Source: an optimization exercise on an open RTL-to-GDS flow (aim: small area). Production flows keep margins and buffers that such runs may drop.
RTL that was checked went through simulation tests only; none was proved equivalent to the original.

// mbnet_core
module mbnet_core (
    input  wire        clk,
    input  wire        rst,
    input  wire        cmd_valid,
    output wire        cmd_ready,
    input  wire [63:0] cmd,
    input  wire [63:0] cmd_data,
    output reg         res_valid,
    output reg  [3:0]  res_status,
    output wire [7:0]  res_id,
    output reg  [3:0]  res_dlc,
    output reg  [1:0]  res_tos,
    output wire [63:0] res_data,
    output wire        tx_valid,
    input  wire        tx_ready,
    output wire [28:0] tx_id,
    output wire [3:0]  tx_dlc,
    output wire [63:0] tx_data,
    input  wire        rx_valid,
    input  wire        rx_ide,
    input  wire        rx_rtr,
    input  wire [28:0] rx_id,
    input  wire [3:0]  rx_dlc,
    input  wire [63:0] rx_data,
    output wire        call_valid,
    output wire [2:0]  call_kind,
    output wire [6:0]  call_master,
    output reg  [1:0]  call_tos,
    output reg  [15:0] call_control,
    output reg  [3:0]  call_dlc,
    output reg  [63:0] call_data,
    input  wire        call_ret,
    output reg         log_valid,
    output wire [28:0] log_id
);
    localparam [9:0] ACK_POLL_BUDGET = 10'd1000;
    localparam [3:0] OP_INIT        = 4'h0;
    localparam [3:0] OP_NODEID_SET  = 4'h1;
    localparam [3:0] OP_NODEID_GET  = 4'h2;
    localparam [3:0] OP_SEND_REQ    = 4'h3;
    localparam [3:0] OP_SEND_AGAIN  = 4'h4;
    localparam [3:0] OP_WAIT_ACK_NB = 4'h5;
    localparam [3:0] OP_WAIT_ACK    = 4'h6;
    localparam [3:0] OP_SEND_ACK    = 4'h7;
    localparam [3:0] OP_SLAVE_INFO  = 4'h8;
    localparam [3:0] OP_HANDLER     = 4'h9;
    localparam [3:0] ST_SUCCESS   = 4'h0;
    localparam [3:0] ST_PENDING   = 4'h1;
    localparam [3:0] ST_RETRY     = 4'h2;
    localparam [3:0] ST_TIMEOUT   = 4'h3;
    localparam [3:0] ST_NOTCONF   = 4'h4;
    localparam [3:0] ST_NOTMASTER = 4'h5;
    localparam [3:0] ST_SEQERR    = 4'h6;
    localparam [3:0] ST_BADTARGET = 4'h7;
    localparam [3:0] ST_BADID     = 4'h8;
    localparam [3:0] ST_RANGE     = 4'h9;
    localparam [3:0] ST_NOTFOUND  = 4'hA;
    localparam [3:0] ST_BADLEN    = 4'hB;
    localparam [3:0] ST_ILLEGAL   = 4'hC;
    localparam [2:0] S_IDLE  = 3'd0;
    localparam [2:0] S_EXEC  = 3'd1;
    localparam [2:0] S_TX    = 3'd2;
  ...
export LEC_CHECK = 0
export CAP_MARGIN = 20
export CORE_MARGIN = 2
export CORE_UTILIZATION = 40
export CTS_CLUSTER_DIAMETER = 100
export CTS_CLUSTER_SIZE = 25
export PLACE_DENSITY = 0.6
export SLEW_MARGIN = 20
create_clock -name core_clock -period 10.0 [get_ports {clk}]
standard.sh (not shown) runs the stock make flow with config.mk's settings and CLKGATE_MAP_FILE= SYNTH_SCRIPT=/design/flow/synth_recipe.tcl, a recipe that flattens the netlist after the stock synthesis.
==> flow/flow/run.sh <==
#!/bin/bash
# Standard ORFS layout (the standard.sh, unchanged synthesis), with
# the smallest buffer on the ports and CTS sink clusters of up to 25
# flip-flops, without dummy loads.
set -euo pipefail
export BUFFER_PORTS_ARGS="-buffer_cell sky130_fd_sc_hd__buf_1"
export CTS_ARGS="-sink_clustering_enable -repair_clock_nets -sink_clustering_size 25 -sink_clustering_max_diameter 100 -dont_use_dummy_load"
bash standard.sh > standard.log 2>&1
Edit:
--- a/flow/design.v
+++ b/flow/design.v
@@ -131,26 +131,22 @@
     reg        configured;
     reg [6:0]  node_id;
     reg        pend_valid;
     reg [15:0] pend_ctrl;
     reg [1:0]  pend_tos;
     reg [2:0]  pend_ms;
     reg [6:0]  pend_node;
     reg [3:0]  pend_dlc;
     reg [63:0] pend_msg;
     reg [1:0]  cand_st  [0:31];    
-    reg [7:0]  rv;                 
-    reg [4:0]  rc [0:7];           
-    reg [63:0] rp [0:7];           
-    reg        hv;                 
-    reg [4:0]  hc;
-    reg [63:0] hp;
+    reg [4:0]  rec_cand [0:7];
+    reg [63:0] rec_pong [0:7];
     reg [3:0]  nrec;
     reg [4:0]  cursor;             
     reg [9:0]  budget;
     reg        locked;
     reg [2:0]  locked_ms;
     reg [2:0]  h_ms;
     reg [1:0]  h_reply_tos;
     reg        res_get;
     reg [63:0] xd;
     reg [28:1] log_idr;
@@ -204,26 +200,26 @@
                        (tx_k[0] ? {h_ms, 4'b0000} : c_id[6:0]), 1'b1};
     assign tx_dlc   = from_pend ? pend_dlc : (tx_k[0] ? 4'd0 : c_dlc);
     assign tx_data  = xd | (pend_msg & {64{from_pend}});
     wire       is_master = configured && (node_id[3:0] == 4'd0);
     wire [4:0] cidx      = c_id[4:0] - 5'd8;
     wire       in_range  = (c_id[6:0] >= 7'h08) && (c_id[6:0] <= 7'h27);
     reg        hit_any;
     reg [63:0] hit_data;
     integer    ri;
     always @(*) begin
-        hit_any  = hv && hc == cidx;
-        hit_data = {64{hit_any}} & hp;
+        hit_any  = 1'b0;
+        hit_data = 64'd0;
         for (ri = 0; ri < 8; ri = ri + 1)
-            if (rv[ri] && rc[ri] == cidx) begin
+            if (ri < nrec && rec_cand[ri] == cidx) begin
                 hit_any  = 1'b1;
-                hit_data = hit_data | rp[ri];
+                hit_data = hit_data | rec_pong[ri];
             end
     end
     wire [4:0] node_ci  = node_id[4:0] - 5'd8;
     wire       node_in  = (node_id >= 7'h08) && (node_id <= 7'h27);
     wire [4:0] scan_ci  = (node_in && cursor == node_ci) ? cursor + 5'd1 : cursor;
     wire [6:0] scan_c   = {2'b00, scan_ci} + 7'h08;
     wire [1:0] scan_st  = cand_st[scan_ci];
     wire        take     = cmd_valid && cmd_ready;
     wire [3:0]  n_op     = cmd[3:0];
     wire [3:0]  n_dlc    = cmd[7:4];
@@ -482,36 +478,30 @@
                 state_nx = H_DRAIN;
             end else begin
                 tx_k_nx  = K_REPLY;
                 state_nx = S_TX;
             end
         end
         endcase
         if (fin)
             state_nx = depth ? H_CALL : S_IDLE;
     end
-    wire new_rec    = probe_ok && !nrec[3];
-    wire flush_h    = hv && !rv[7];
-    wire rec_direct = new_rec && !hv && !rv[7];
-    wire rec_to_h   = new_rec && !rec_direct;
     integer i;
     always @(posedge clk) begin
         if (rst) begin
             state      <= S_IDLE;
             depth      <= 1'b0;
             configured <= 1'b0;
             pend_valid <= 1'b0;
             for (i = 0; i < 32; i = i + 1)
                 cand_st[i] <= 2'd0;
             nrec       <= 4'd0;
-            rv         <= 8'd0;
-            hv         <= 1'b0;
             cursor     <= 5'd0;
             res_valid  <= 1'b0;
             log_valid  <= 1'b0;
         end else begin
             state     <= state_nx;
             res_valid <= fin;
             log_valid <= log_nx;
             if (take)
                 depth <= (state == H_CALL);
             else if (fin)
@@ -527,29 +517,22 @@
             if (do_init) begin
                 for (i = 0; i < 32; i = i + 1)
                     cand_st[i] <= 2'd0;
             end else if (probe_ok) begin
                 cand_st[cidx] <= 2'd3;
             end else if (probe_fail) begin
                 cand_st[cidx] <= c_tos + 2'd1;
             end
             if (do_init)
                 nrec <= 4'd0;
-            else if (new_rec)
+            else if (probe_ok && !nrec[3])
                 nrec <= nrec + 4'd1;
-            rv <= {rv[6:0], rv[7] | flush_h | rec_direct} & {8{!do_init}};
-            if (do_init)
-                hv <= 1'b0;
-            else if (rec_to_h)
-                hv <= 1'b1;
-            else if (flush_h)
-                hv <= 1'b0;
             if (do_init)
                 cursor <= 5'd0;
             else if (do_scan)
                 cursor <= scan_ci + 5'd1;
         end
     end
     always @(posedge clk) begin
         tx_k <= tx_k_nx;
         if (take) begin
             c_op  <= n_op;
@@ -573,37 +556,23 @@
             pend_dlc  <= n_dlc;
             pend_msg  <= n_msg;
         end else if (do_probe) begin
             pend_ctrl <= 16'h0000;
             pend_tos  <= 2'd3;
             pend_ms   <= node_id[6:4];
             pend_node <= scan_c;
             pend_dlc  <= 4'd0;
             pend_msg  <= 64'd0;
         end
-        for (i = 1; i < 8; i = i + 1) begin
-            rc[i] <= rc[i-1];
-            rp[i] <= rp[i-1];
-        end
-        if (flush_h) begin
-            rc[0] <= hc;
-            rp[0] <= hp;
-        end else if (rec_direct) begin
-            rc[0] <= cidx;
-            rp[0] <= aq_data;
-        end else begin
-            rc[0] <= rc[7];
-            rp[0] <= rp[7];
-        end
-        if (rec_to_h) begin
-            hc <= cidx;
-            hp <= aq_data;
+        if (probe_ok && !nrec[3]) begin
+            rec_pong[nrec[2:0]] <= aq_data;
+            rec_cand[nrec[2:0]] <= cidx;
         end
         if (ld_budget)
             budget <= ACK_POLL_BUDGET;
         else if (dec_budget)
             budget <= budget - 10'd1;
         if (set_lock) begin
             locked    <= 1'b1;
             locked_ms <= rq_ms;
         end else if (clr_lock) begin
             locked    <= 1'b0;
Area after synthesis goes up by 2.8%. Via count goes down by 2.5%. Utilization grows by 0.12 points. Worst hold slack improves by 180 ps. Design area rose by 3.0%. Clock skew went down by 4.9 ps. Non-clock buffer count grows by 16.

---

## the baseline
mbnet_core with an RTL version that a note above also has.
Size in the first run: ~4300 cells after synthesis, roughly 1700 flip-flops, roughly 540 I/O pins.
==> module mbnet_rxq, before the edit <==
module mbnet_rxq #(
    parameter W = 97
) (
    input  wire         clk,
    input  wire         rst,
    input  wire         push,
    input  wire [W-1:0] push_data,
    input  wire         pop,
    output wire         empty,
    output wire [W-1:0] head
);
    reg [W-1:0] mem0, mem1, mem2, mem3;
    reg [3:0]   rd_oh;
    reg [3:0]   wr_oh;
    reg         full;
    wire same = |(rd_oh & wr_oh);
    assign empty = same && !full;
    assign head  = ({W{rd_oh[0]}} & mem0) | ({W{rd_oh[1]}} & mem1) |
                   ({W{rd_oh[2]}} & mem2) | ({W{rd_oh[3]}} & mem3);
    wire do_push = push && !full;
    wire do_pop  = pop && !empty;
    wire [3:0] wr_nx = {wr_oh[2:0], wr_oh[3]};
    always @(posedge clk) begin
        if (do_push && wr_oh[0]) mem0 <= push_data;
        if (do_push && wr_oh[1]) mem1 <= push_data;
        if (do_push && wr_oh[2]) mem2 <= push_data;
        if (do_push && wr_oh[3]) mem3 <= push_data;
    end
    always @(posedge clk) begin
        if (rst) begin
            rd_oh <= 4'b0001;
            wr_oh <= 4'b0001;
            full  <= 1'b0;
        end else begin
            if (do_push) wr_oh <= wr_nx;
            if (do_pop)  rd_oh <= {rd_oh[2:0], rd_oh[3]};
            if (do_push && !do_pop && |(wr_nx & rd_oh))
                full <= 1'b1;
            else if (do_pop)
                full <= 1'b0;
        end
    end
endmodule
==> flow/config.mk <==
export PLATFORM = sky130hd
export DESIGN_NAME = mbnet_core
export DESIGN_NICKNAME = mbnet_core
export VERILOG_FILES = /design/flow/design.v
export SDC_FILE = /design/flow/constraint.sdc
export NUM_CORES = 4
export LEC_CHECK = 0
export CAP_MARGIN = 20
export CORE_MARGIN = 2
export CORE_UTILIZATION = 40
export CTS_CLUSTER_DIAMETER = 100
export CTS_CLUSTER_SIZE = 25
export PLACE_DENSITY = 0.6
export SLEW_MARGIN = 20
==> flow/constraint.sdc <==
create_clock -name core_clock -period 10.0 [get_ports {clk}]
set_input_delay 2.0000 -clock core_clock [delete_from_list [all_inputs] [get_ports {clk}]]
set_output_delay 2.0000 -clock core_clock [all_outputs]
set_load 0.01 [all_outputs]
run.sh (not shown) runs the stock make flow with config.mk's settings and CLKGATE_MAP_FILE= SYNTH_SCRIPT=/design/flow/synth_recipe.tcl, a recipe that flattens the netlist after the stock synthesis.
Stock flow here: none of the scripts above is used.
Status the baseline: flow complete, layout not clean - antenna rules
What the candidate does differently from the baseline at the input level:
-- flow/design.v --
<<< the baseline, line 10
    output wire [W-1:0] head
);
    reg [W-1:0] mem0, mem1, mem2, mem3;
    reg [3:0]   rd_oh;
    reg [3:0]   wr_oh;
    reg         full;
    wire same = |(rd_oh & wr_oh);
    assign empty = same && !full;
    assign head  = ({W{rd_oh[0]}} & mem0) | ({W{rd_oh[1]}} & mem1) |
                   ({W{rd_oh[2]}} & mem2) | ({W{rd_oh[3]}} & mem3);
    wire do_push = push && !full;
    wire do_pop  = pop && !empty;
    wire [3:0] wr_nx = {wr_oh[2:0], wr_oh[3]};
    always @(posedge clk) begin
        if (do_push && wr_oh[0]) mem0 <= push_data;
        if (do_push && wr_oh[1]) mem1 <= push_data;
        if (do_push && wr_oh[2]) mem2 <= push_data;
        if (do_push && wr_oh[3]) mem3 <= push_data;
    end
    always @(posedge clk) begin
        if (rst) begin
            rd_oh <= 4'b0001;
            wr_oh <= 4'b0001;
            full  <= 1'b0;
        end else begin
            if (do_push) wr_oh <= wr_nx;
            if (do_pop)  rd_oh <= {rd_oh[2:0], rd_oh[3]};
            if (do_push && !do_pop && |(wr_nx & rd_oh))
                full <= 1'b1;
            else if (do_pop)
>>> the candidate, line 10
    output wire [W-1:0] head
);
    reg [W-1:0] mem [0:3];
    reg [1:0]   rd_ptr;
    reg [1:0]   wr_ptr;
    reg         full;
    assign empty = (rd_ptr == wr_ptr) && !full;
    assign head  = mem[rd_ptr];
    wire do_push = push && !full;
    wire do_pop  = pop && !empty;
    always @(posedge clk) begin
        if (do_push)
            mem[wr_ptr] <= push_data;
    end
    always @(posedge clk) begin
        if (rst) begin
            rd_ptr <= 2'd0;
            wr_ptr <= 2'd0;
            full   <= 1'b0;
        end else begin
            if (do_push) wr_ptr <= wr_ptr + 2'd1;
            if (do_pop)  rd_ptr <= rd_ptr + 2'd1;
            if (do_push && !do_pop && (wr_ptr + 2'd1 == rd_ptr))
                full <= 1'b1;
            else if (do_pop)
--- outcome ---
The remaining runs in the candidate and the baseline completed every stage, whereas the candidate halted early.
TritonCTS buffer count is higher on the candidate
Summary — multiplexer area fraction after synthesis, the candidate relative to the baseline: higher, by 6.2 points.
On routed wire length, the baseline tracks the candidate almost exactly.
Wire length of the first global-routing pass (lower): the candidate
Of the candidate and the baseline, the lower cell count after placement belongs to the candidate.
Re met3 global-route usage: the candidate and the baseline aren't equal, and the lower value belongs to the candidate.
Final weighted congestion in routability-driven placement sits higher in the candidate than in the baseline.
Re via count of the first global-routing pass: the candidate is about 2.4% down on the baseline.
Compared with the baseline, gate count of the mapped netlist in the candidate decreased by a little under 10%.
The candidate against the baseline: simple logic cell fraction of the synthesized area lost 0.73 points, global-route usage neither gained nor lost much.
Only the layout flow was run in the candidate; the RTL was not checked for function there.

## separate check: timing with driven ports
How much do the figures lean on ideal ports? The routed layouts below were timed once more, with nothing changed but the port constraints. Step 1 assumes that a clkbuf_16 drives the clock port and a buf_2 every other input. Step 2 adds t to the input delays and takes it off the output delays; t is the mean of the earliest and latest rising clock arrival at the registers after step 1. Input paths then give back, and output paths get back, about the clock's delay inside the block. Three values: no drivers, after step 1, after step 2; two values: the first two.
run | shift t [ns] | slack for setup (ns) | slew at the worst register clock pin (ns)
the first run of note 1 | 0.762 | 3.933 / 3.933 / 3.859 | 0.11 / 0.11
the second run of note 1 | 0.766 | 3.719 / 3.719 / 3.719 | 0.10 / 0.10
the baseline | 0.784 | 3.757 / 3.757 / 3.757 | 0.11 / 0.11
For the first run of note 1, which loses most, drivers alone change the setup slack by 0.000 ns; drivers and shift together by -0.074 ns.
